What follows belongs to an exercise in optimizing a design on an open flow for small area, a short achievable clock period and few clock cycles per item; a production flow would make more cautious choices. RTL that was checked went through simulation tests only; none was proved equivalent to the original. Power figures rest on the tool's default switching activity, not on a simulated workload.

== the previous run ==
## acc_correlator
module acc_correlator (
    input  wire        clk,
    input  wire        rst,              
    input  wire        cfg_valid,
    output wire        cfg_ready,
    input  wire [2:0]  cfg_op,
    input  wire [63:0] cfg_code,         
    input  wire [7:0]  cfg_len,
    input  wire [31:0] cfg_value,
    input  wire        cfg_detect_inv,
    input  wire        in_valid,
    output wire        in_ready,
    input  wire        in_bit,
    output wire        out_valid,
    output wire [2:0]  out_data,
    output wire        idle,
    output wire        configured,
    output wire        invert,
    output wire [5:0]  status,
    output wire        irq,
    output wire [15:0] bit_count,
    output wire [15:0] ambig_count,
    output wire [15:0] last_ambig_bit
);
    localparam [2:0] OP_RESET          = 3'd0;
    localparam [2:0] OP_CONFIG         = 3'd1;
  ...
Size: roughly 1300 cells after synthesis, about 370 flip-flops, roughly 16000 µm² of cells after synthesis.
make LEC_CHECK=0 CAP_MARGIN=20 CORE_MARGIN=2 CORE_UTILIZATION=60 PLACE_DENSITY=0.7 SETUP_SLACK_MARGIN=5 SLEW_MARGIN=20 finish   # period 10.0 ns
run.sh (not shown) runs the stock make flow with config.mk's settings and CLKGATE_MAP_FILE= SYNTH_SCRIPT=/design/flow/synth_recipe.tcl, a recipe that flattens the netlist after the stock synthesis.
The previous run: done, clean on timing, DRC and antenna
Here is what was changed in the inputs of the current run compared with the previous run.
diff --git a/flow/design.v b/flow/design.v
--- a/flow/design.v
+++ b/flow/design.v
@@ -39,21 +39,18 @@
     reg        invert_q;
     reg        configured_q;
     reg        full_q;           
     reg [15:0] bit_count_q;
     reg [15:0] ambig_count_q;
     reg [15:0] last_ambig_bit_q;
     reg        st_illegal, st_invalid, st_ambig;
     reg        ie_illegal, ie_invalid, ie_ambig;
     reg        irq_q;
-    reg [6:0]  lt;               
-    reg        step_d;           
-    reg        amb_d;
     reg        in_rdy_q, cfg_rdy_q;
     reg        step_q;           
     reg        bit_q;
     reg        out_valid_q;
     reg [2:0]  out_data_q;
     reg        idle_q;
     localparam NG = 4;           
     reg [4:0]  grp [0:NG-1];
     wire bit_acc = in_valid & in_rdy_q;
@@ -61,19 +58,19 @@
     reg [63:0] mask;
     integer j;
     always @(*) begin
         for (j = 0; j < 64; j = j + 1)
             mask[j] = ({1'b0, len} > (7'd63 - j[6:0]));
     end
     wire       e0 = (data_reg[0] ^ code[0]) & mask[0];
     wire [6:0] wsum = {2'd0, grp[0]} + {2'd0, grp[1]} + {2'd0, grp[2]} + {2'd0, grp[3]} + {6'd0, e0};
     wire       m_n = (wsum <= thr);                               
-    wire       m_i = (wsum >= lt);                                
+    wire       m_i = ({1'b0, wsum} + {1'b0, thr} >= {1'b0, len});  
     wire match     = invert_q ? m_i : m_n;
     wire match_inv = detect_inv & (invert_q ? m_n : m_i);
     wire ambiguous = match & match_inv;
     wire invert_next = invert_q ? ~(match & ~match_inv) : (match_inv & ~match);
     wire [63:0] data_shift = step_q ? {data_reg[62:0], bit_q ^ invert_next} : data_reg;
     wire [63:0] leaf = (data_shift ^ code) & mask;
     reg  [4:0]  gsum [0:NG-1];
     integer g, k;
     always @(*) begin
@@ -90,30 +87,29 @@
     wire c_badlen  = cmd_acc & ((cfg_op == OP_CONFIG) | (cfg_op == OP_SET_CODE)) & ~len_ok;
     wire c_thr     = cmd_acc & ((cfg_op == OP_SET_THRESHOLD) | ((cfg_op == OP_CONFIG) & len_ok));
     wire c_det     = cmd_acc & ((cfg_op == OP_SET_DETECT_INV) | ((cfg_op == OP_CONFIG) & len_ok));
     wire c_clear   = cmd_acc & (cfg_op == OP_CLEAR_STATUS);
     wire c_irqen   = cmd_acc & (cfg_op == OP_SET_IRQ_EN);
     wire c_illegal = cmd_acc & (cfg_op == 3'd7);
     wire kill      = rst | c_reset;
     wire [6:0] thr_new = (|cfg_value[31:6]) ? 7'd64 : {1'b0, cfg_value[5:0]};
     wire configured_next = kill ? 1'b0 : (c_config ? 1'b1 : configured_q);
-    wire in_rdy_next     = configured_next & ~(cfg_valid & ~cmd_acc);
-    wire cfg_rdy_next    = ~in_rdy_next & ~bit_acc;
-    wire full_now = full_q | bit_count_q[6] | (step_d & (&bit_count_q[5:0]));
+    wire in_rdy_next     = configured_next & ~(cfg_valid & in_rdy_q);
+    wire full_now = full_q | bit_count_q[6];
     wire s_ill_n = ~kill & ((st_illegal & ~(c_clear & cfg_value[0])) | c_illegal);
     wire s_inv_n = ~kill & ((st_invalid & ~(c_clear & cfg_value[1])) | c_badlen);
-    wire s_amb_n = ~kill & ((st_ambig | amb_d) & ~(c_clear & cfg_value[5]));
+    wire s_amb_n = ~kill & ((st_ambig | (step_q & ambiguous)) & ~(c_clear & cfg_value[5]));
     wire ie_ill_n = ~kill & (c_irqen ? cfg_value[0] : ie_illegal);
     wire ie_inv_n = ~kill & (c_irqen ? cfg_value[1] : ie_invalid);
     wire ie_amb_n = ~kill & (c_irqen ? cfg_value[5] : ie_ambig);
     always @(posedge clk) begin
         in_rdy_q     <= ~rst & in_rdy_next;
-        cfg_rdy_q    <= rst | cfg_rdy_next;
+        cfg_rdy_q    <= rst | ~in_rdy_next;
         step_q       <= ~rst & bit_acc;
         bit_q        <= in_bit;
         out_valid_q  <= ~rst & step_q;
         out_data_q   <= {invert_reg[63], flag_reg[63], data_reg[63]} & {3{full_now}};
         idle_q       <= ~bit_acc & ~step_q;
         configured_q <= configured_next;
         st_illegal <= s_ill_n;
         st_invalid <= s_inv_n;
         st_ambig   <= s_amb_n;
@@ -125,36 +121,31 @@
             grp[g] <= gsum[g];
         if (c_config)
             data_reg <= 64'd0;
         else
             data_reg <= data_shift;
         if (step_q) begin
             flag_reg   <= {flag_reg[62:0],   match | match_inv};
             invert_reg <= {invert_reg[62:0], match_inv};
         end
-        if (kill | c_config)
-            invert_q <= 1'b0;
-        else if (step_q)
-            invert_q <= invert_next;
-        step_d <= ~rst & step_q;
-        amb_d  <= ~rst & step_q & ambiguous;
         if (kill | c_config) begin
+            invert_q         <= 1'b0;
             bit_count_q      <= 16'd0;
             ambig_count_q    <= 16'd0;
             last_ambig_bit_q <= 16'd0;
-        end else if (step_d) begin
+        end else if (step_q) begin
+            invert_q    <= invert_next;
             bit_count_q <= bit_count_q + 16'd1;
-            if (amb_d) begin
+            if (ambiguous) begin
                 ambig_count_q    <= ambig_count_q + 16'd1;
                 last_ambig_bit_q <= bit_count_q;
             end
         end
-        lt <= (thr >= len) ? 7'd0 : len - thr;
         if (c_config)
             full_q <= 1'b0;
         else
             full_q <= full_now;
         if (c_code) begin
             code <= cfg_code;
             len  <= cfg_len[6:0];
         end
         if (c_thr)
### Flow results
- Comparing the current run and the previous run, the higher clock-buffer cell count is on the current run.
- Status: minimum period implied by the final worst setup slack parity (the current run, the previous run)
- The current run drops more vias than the previous run.
- Compare the current run and the previous run | sequential cell fraction of total power lower: the current run
- Number of distinct standard cells referenced by the synthesized netlist was lower in the previous run than in the current run.
- [compare] base=the previous run new=the current run: clock-pin slew on the worst setup and hold paths barely changed; layout buffering overhead excluding clock cells saw an increase; worst reg2reg path depth went up; total power picked up an extra about 15%.
- Sort the current run and the previous run by routed wire length desc -> top: the current run
- Against the previous run as the reference, the current run delivers a higher global-route usage.
Function was not checked in any run of this note: the RTL went through the layout flow alone.

build 20:
The RTL this note starts from:
==> flow/design.v <==
module acc_correlator (
    input  wire        clk,
    input  wire        rst,              
    input  wire        cfg_valid,
    output wire        cfg_ready,
    input  wire [2:0]  cfg_op,
    input  wire [63:0] cfg_code,         
    input  wire [7:0]  cfg_len,
    input  wire [31:0] cfg_value,
    input  wire        cfg_detect_inv,
    input  wire        in_valid,
    output wire        in_ready,
    input  wire        in_bit,
    output wire        out_valid,
    output wire [2:0]  out_data,
    output wire        idle,
    output wire        configured,
    output wire        invert,
    output wire [5:0]  status,
    output wire        irq,
    output wire [15:0] bit_count,
    output wire [15:0] ambig_count,
    output wire [15:0] last_ambig_bit
);
    localparam [2:0] OP_RESET          = 3'd0;
    localparam [2:0] OP_CONFIG         = 3'd1;
    localparam [2:0] OP_SET_CODE       = 3'd2;
    localparam [2:0] OP_SET_THRESHOLD  = 3'd3;
    localparam [2:0] OP_SET_DETECT_INV = 3'd4;
    localparam [2:0] OP_CLEAR_STATUS   = 3'd5;
    localparam [2:0] OP_SET_IRQ_EN     = 3'd6;
    reg [63:0] data_reg;
    reg [63:0] flag_reg;
    reg [63:0] invert_reg;
    reg [63:0] code;             
    reg [6:0]  len;              
    reg [6:0]  thr;              
    reg        detect_inv;
    reg        invert_q;
    reg        configured_q;
    reg        full_q;           
    reg [15:0] bit_count_q;
    reg [15:0] ambig_count_q;
    reg [15:0] last_ambig_bit_q;
    reg        st_illegal, st_invalid, st_ambig;
    reg        ie_illegal, ie_invalid, ie_ambig;
    reg        irq_q;
    reg [6:0]  lt;               
    reg [6:0]  ltm1;             
    reg        step_d;           
    reg        amb_d;
    reg        in_rdy_q, cfg_rdy_q;
    reg        step_q;           
    reg        bit_q;
    reg        out_valid_q;
    reg [2:0]  out_data_q;
    reg        idle_q;
    localparam NG = 6;
    reg [3:0]  grp [0:NG-1];
    wire bit_acc = in_valid & in_rdy_q;
    wire cmd_acc = cfg_valid & cfg_rdy_q;
    reg [7:0]  hi_gt;            
    reg [8:0]  hi_eq;            
    reg [6:0]  lo_gt;            
    reg [63:0] mask;
    integer j;
    always @(*) begin
        for (j = 0; j < 9; j = j + 1) begin
            if (j < 8) hi_gt[j] = (len[6:3] > j[3:0]);
            hi_eq[j] = (len[6:3] == j[3:0]);
            if (j < 7) lo_gt[j] = (len[2:0] > j[2:0]);
        end
        for (j = 0; j < 64; j = j + 1)
            mask[j] = hi_gt[(63 - j) >> 3] |
                      (hi_eq[(63 - j) >> 3] & (((63 - j) & 7) == 7 ? 1'b0 : lo_gt[(63 - j) & 7]));
    end
    wire       e0 = (data_reg[0] ^ code[0]) & mask[0];
    wire [5:0] gs = {2'd0, grp[0]} + {2'd0, grp[1]} + {2'd0, grp[2]} +
                    {2'd0, grp[3]} + {2'd0, grp[4]} + {2'd0, grp[5]};
    wire       m_n = e0 ? ({1'b0, gs} <  thr) : ({1'b0, gs} <= thr);   
    wire       m_i = e0 ? ({1'b0, gs} >= ltm1) : ({1'b0, gs} >= lt);  
    wire match     = invert_q ? m_i : m_n;
    wire match_inv = detect_inv & (invert_q ? m_n : m_i);
    wire ambiguous = match & match_inv;
    wire invert_next = invert_q ? ~(match & ~match_inv) : (match_inv & ~match);
    wire [63:0] data_shift = step_q ? {data_reg[62:0], bit_q ^ invert_next} : data_reg;
    wire [63:0] leaf = (data_shift ^ code) & mask;
    reg  [3:0]  gsum [0:NG-1];
    integer g, k, lo, hi;
    always @(*) begin
        for (g = 0; g < NG; g = g + 1) begin
            lo = (g < 3) ? 1 + 11 * g : 34 + 10 * (g - 3);
            hi = (g < 3) ? 11 + 11 * g : 43 + 10 * (g - 3);
            gsum[g] = 4'd0;
            for (k = 1; k < 64; k = k + 1)
                if (k >= lo && k <= hi)
                    gsum[g] = gsum[g] + {3'd0, leaf[k]};
        end
    end
    wire len_ok    = (cfg_len <= 8'd64);
    wire c_reset   = cmd_acc & (cfg_op == OP_RESET);
    wire c_config  = cmd_acc & (cfg_op == OP_CONFIG) & len_ok;
    wire c_code    = cmd_acc & ((cfg_op == OP_CONFIG) | (cfg_op == OP_SET_CODE)) & len_ok;
    wire c_badlen  = cmd_acc & ((cfg_op == OP_CONFIG) | (cfg_op == OP_SET_CODE)) & ~len_ok;
    wire c_thr     = cmd_acc & ((cfg_op == OP_SET_THRESHOLD) | ((cfg_op == OP_CONFIG) & len_ok));
    wire c_det     = cmd_acc & ((cfg_op == OP_SET_DETECT_INV) | ((cfg_op == OP_CONFIG) & len_ok));
    wire c_clear   = cmd_acc & (cfg_op == OP_CLEAR_STATUS);
    wire c_irqen   = cmd_acc & (cfg_op == OP_SET_IRQ_EN);
    wire c_illegal = cmd_acc & (cfg_op == 3'd7);
    wire kill      = rst | c_reset;
    wire [6:0] thr_new = (|cfg_value[31:6]) ? 7'd64 : {1'b0, cfg_value[5:0]};
    wire configured_next = kill ? 1'b0 : (c_config ? 1'b1 : configured_q);
    wire in_rdy_next     = configured_next & ~(cfg_valid & ~cmd_acc);
    wire cfg_rdy_next    = ~in_rdy_next & ~bit_acc;
    wire full_now = full_q | bit_count_q[6] | (step_d & (&bit_count_q[5:0]));
    wire s_ill_n = ~kill & ((st_illegal & ~(c_clear & cfg_value[0])) | c_illegal);
    wire s_inv_n = ~kill & ((st_invalid & ~(c_clear & cfg_value[1])) | c_badlen);
    wire s_amb_n = ~kill & ((st_ambig | amb_d) & ~(c_clear & cfg_value[5]));
    wire ie_ill_n = ~kill & (c_irqen ? cfg_value[0] : ie_illegal);
    wire ie_inv_n = ~kill & (c_irqen ? cfg_value[1] : ie_invalid);
    wire ie_amb_n = ~kill & (c_irqen ? cfg_value[5] : ie_ambig);
    always @(posedge clk) begin
        in_rdy_q     <= ~rst & in_rdy_next;
        cfg_rdy_q    <= rst | cfg_rdy_next;
        step_q       <= ~rst & bit_acc;
        bit_q        <= in_bit;
        out_valid_q  <= ~rst & step_q;
        out_data_q   <= {invert_reg[63], flag_reg[63], data_reg[63]} & {3{full_now}};
        idle_q       <= ~bit_acc & ~step_q;
        configured_q <= configured_next;
        st_illegal <= s_ill_n;
        st_invalid <= s_inv_n;
        st_ambig   <= s_amb_n;
        ie_illegal <= ie_ill_n;
        ie_invalid <= ie_inv_n;
        ie_ambig   <= ie_amb_n;
        irq_q      <= (s_ill_n & ie_ill_n) | (s_inv_n & ie_inv_n) | (s_amb_n & ie_amb_n);
        for (g = 0; g < NG; g = g + 1)
            grp[g] <= gsum[g];
        if (c_config)
            data_reg <= 64'd0;
        else
            data_reg <= data_shift;
        if (step_q) begin
            flag_reg   <= {flag_reg[62:0],   match | match_inv};
            invert_reg <= {invert_reg[62:0], match_inv};
        end
        if (kill | c_config)
            invert_q <= 1'b0;
        else if (step_q)
            invert_q <= invert_next;
        step_d <= ~rst & step_q;
        amb_d  <= ~rst & step_q & ambiguous;
        if (kill | c_config) begin
            bit_count_q      <= 16'd0;
            ambig_count_q    <= 16'd0;
            last_ambig_bit_q <= 16'd0;
        end else if (step_d) begin
            bit_count_q <= bit_count_q + 16'd1;
            if (amb_d) begin
                ambig_count_q    <= ambig_count_q + 16'd1;
                last_ambig_bit_q <= bit_count_q;
            end
        end
        lt   <= (thr >= len) ? 7'd0 : len - thr;
        ltm1 <= (thr >= len) ? 7'd0 : len - thr - 7'd1;
        if (c_config)
            full_q <= 1'b0;
        else
            full_q <= full_now;
        if (c_code) begin
            code <= cfg_code;
            len  <= cfg_len[6:0];
        end
        if (c_thr)
            thr <= thr_new;
        if (c_det)
            detect_inv <= cfg_detect_inv;
    end
    assign cfg_ready      = cfg_rdy_q;
    assign in_ready       = in_rdy_q;
    assign out_valid      = out_valid_q;
    assign out_data       = out_data_q;
    assign idle           = idle_q;
    assign configured     = configured_q;
    assign invert         = invert_q;
    assign status         = {st_ambig, 3'b000, st_invalid, st_illegal};
    assign irq            = irq_q;
    assign bit_count      = bit_count_q;
    assign ambig_count    = ambig_count_q;
    assign last_ambig_bit = last_ambig_bit_q;
endmodule
clock: 10.0 ns
lec_check: 0
cap_margin: 20
core_margin: 2
core_utilization: 60
cts_buf_list: sky130_fd_sc_hd__clkbuf_4 sky130_fd_sc_hd__clkbuf_8
place_density: 0.7
setup_slack_margin: 5
slew_margin: 20
Testbench counts of build 20, summed over its fixed seeds: cycles 32,024, items 32,000.
The inputs of trial 33 differ from those of build 20 as listed below.
--- a/flow/design.v
+++ b/flow/design.v
@@ -46,7 +46,6 @@
     reg        ie_illegal, ie_invalid, ie_ambig;
     reg        irq_q;
     reg [6:0]  lt;               
-    reg [6:0]  ltm1;             
     reg        step_d;           
     reg        amb_d;
     reg        in_rdy_q, cfg_rdy_q;
@@ -55,46 +54,33 @@
     reg        out_valid_q;
     reg [2:0]  out_data_q;
     reg        idle_q;
-    localparam NG = 6;
-    reg [3:0]  grp [0:NG-1];
+    localparam NG = 4;           
+    reg [4:0]  grp [0:NG-1];
     wire bit_acc = in_valid & in_rdy_q;
     wire cmd_acc = cfg_valid & cfg_rdy_q;
-    reg [7:0]  hi_gt;            
-    reg [8:0]  hi_eq;            
-    reg [6:0]  lo_gt;            
     reg [63:0] mask;
     integer j;
     always @(*) begin
-        for (j = 0; j < 9; j = j + 1) begin
-            if (j < 8) hi_gt[j] = (len[6:3] > j[3:0]);
-            hi_eq[j] = (len[6:3] == j[3:0]);
-            if (j < 7) lo_gt[j] = (len[2:0] > j[2:0]);
-        end
         for (j = 0; j < 64; j = j + 1)
-            mask[j] = hi_gt[(63 - j) >> 3] |
-                      (hi_eq[(63 - j) >> 3] & (((63 - j) & 7) == 7 ? 1'b0 : lo_gt[(63 - j) & 7]));
+            mask[j] = ({1'b0, len} > (7'd63 - j[6:0]));
     end
     wire       e0 = (data_reg[0] ^ code[0]) & mask[0];
-    wire [5:0] gs = {2'd0, grp[0]} + {2'd0, grp[1]} + {2'd0, grp[2]} +
-                    {2'd0, grp[3]} + {2'd0, grp[4]} + {2'd0, grp[5]};
-    wire       m_n = e0 ? ({1'b0, gs} <  thr) : ({1'b0, gs} <= thr);   
-    wire       m_i = e0 ? ({1'b0, gs} >= ltm1) : ({1'b0, gs} >= lt);  
+    wire [6:0] wsum = {2'd0, grp[0]} + {2'd0, grp[1]} + {2'd0, grp[2]} + {2'd0, grp[3]} + {6'd0, e0};
+    wire       m_n = (wsum <= thr);                               
+    wire       m_i = (wsum >= lt);                                
     wire match     = invert_q ? m_i : m_n;
     wire match_inv = detect_inv & (invert_q ? m_n : m_i);
     wire ambiguous = match & match_inv;
     wire invert_next = invert_q ? ~(match & ~match_inv) : (match_inv & ~match);
     wire [63:0] data_shift = step_q ? {data_reg[62:0], bit_q ^ invert_next} : data_reg;
     wire [63:0] leaf = (data_shift ^ code) & mask;
-    reg  [3:0]  gsum [0:NG-1];
-    integer g, k, lo, hi;
+    reg  [4:0]  gsum [0:NG-1];
+    integer g, k;
     always @(*) begin
         for (g = 0; g < NG; g = g + 1) begin
-            lo = (g < 3) ? 1 + 11 * g : 34 + 10 * (g - 3);
-            hi = (g < 3) ? 11 + 11 * g : 43 + 10 * (g - 3);
-            gsum[g] = 4'd0;
-            for (k = 1; k < 64; k = k + 1)
-                if (k >= lo && k <= hi)
-                    gsum[g] = gsum[g] + {3'd0, leaf[k]};
+            gsum[g] = 5'd0;
+            for (k = 1 + 16 * g; k < 17 + 16 * g && k < 64; k = k + 1)
+                gsum[g] = gsum[g] + {4'd0, leaf[k]};
         end
     end
     wire len_ok    = (cfg_len <= 8'd64);
@@ -162,8 +148,7 @@
                 last_ambig_bit_q <= bit_count_q;
             end
         end
-        lt   <= (thr >= len) ? 7'd0 : len - thr;
-        ltm1 <= (thr >= len) ? 7'd0 : len - thr - 7'd1;
+        lt <= (thr >= len) ? 7'd0 : len - thr;
         if (c_config)
             full_q <= 1'b0;
         else
Findings:
Diff build 20 -> trial 33: design area went down by 83 um2, aggregate global-route resource usage increased by 0.74 points relative to the old numbers, worst-case vdd ir drop went down 140 uV, die area saw a decrease. Trial 33 ends up with a ratio of total power to cell area that is about 13% lower than in build 20. Against build 20, trial 33 reports a netlist area before placement that is lower.
For trial 33, only the layout was checked, not whether the RTL still works.

## separate check: timing with driven ports
Ports are ideal in the flow. The routed layouts listed here were re-timed in OpenROAD.
Step 1 assumes that a clkbuf_16 drives the clock port and a buf_2 every other input.
Step 2, shift: input delay + t, output delay - t, t = (earliest + latest rising clock arrival at the registers) / 2. This alone moves slack from input paths to output paths.
Three values: no drivers, after step 1, after step 2; two values: the first two.
| run | shift t [ns] | slack for setup (ns) | clock arrival spread, ns | slew at the worst register clock pin (ns) |
|---|---|---|---|---|
| the previous run | 0.565 | 5.146 / 5.146 / 4.965 | 0.021 / 0.022 | 0.07 / 0.07 |
| the current run | 0.570 | 5.147 / 5.147 / 5.147 | 0.016 / 0.015 | 0.06 / 0.06 |
| build 20 | 0.632 | 5.252 / 5.252 / 5.149 | 0.032 / 0.032 | 0.07 / 0.07 |
| trial 33 | 0.644 | 5.175 / 5.175 / 4.960 | 0.026 / 0.026 | 0.07 / 0.07 |
After both steps setup and hold are still met in every run listed. For trial 33, which loses most, drivers alone change the setup slack by 0.000 ns; drivers and shift together by -0.215 ns.
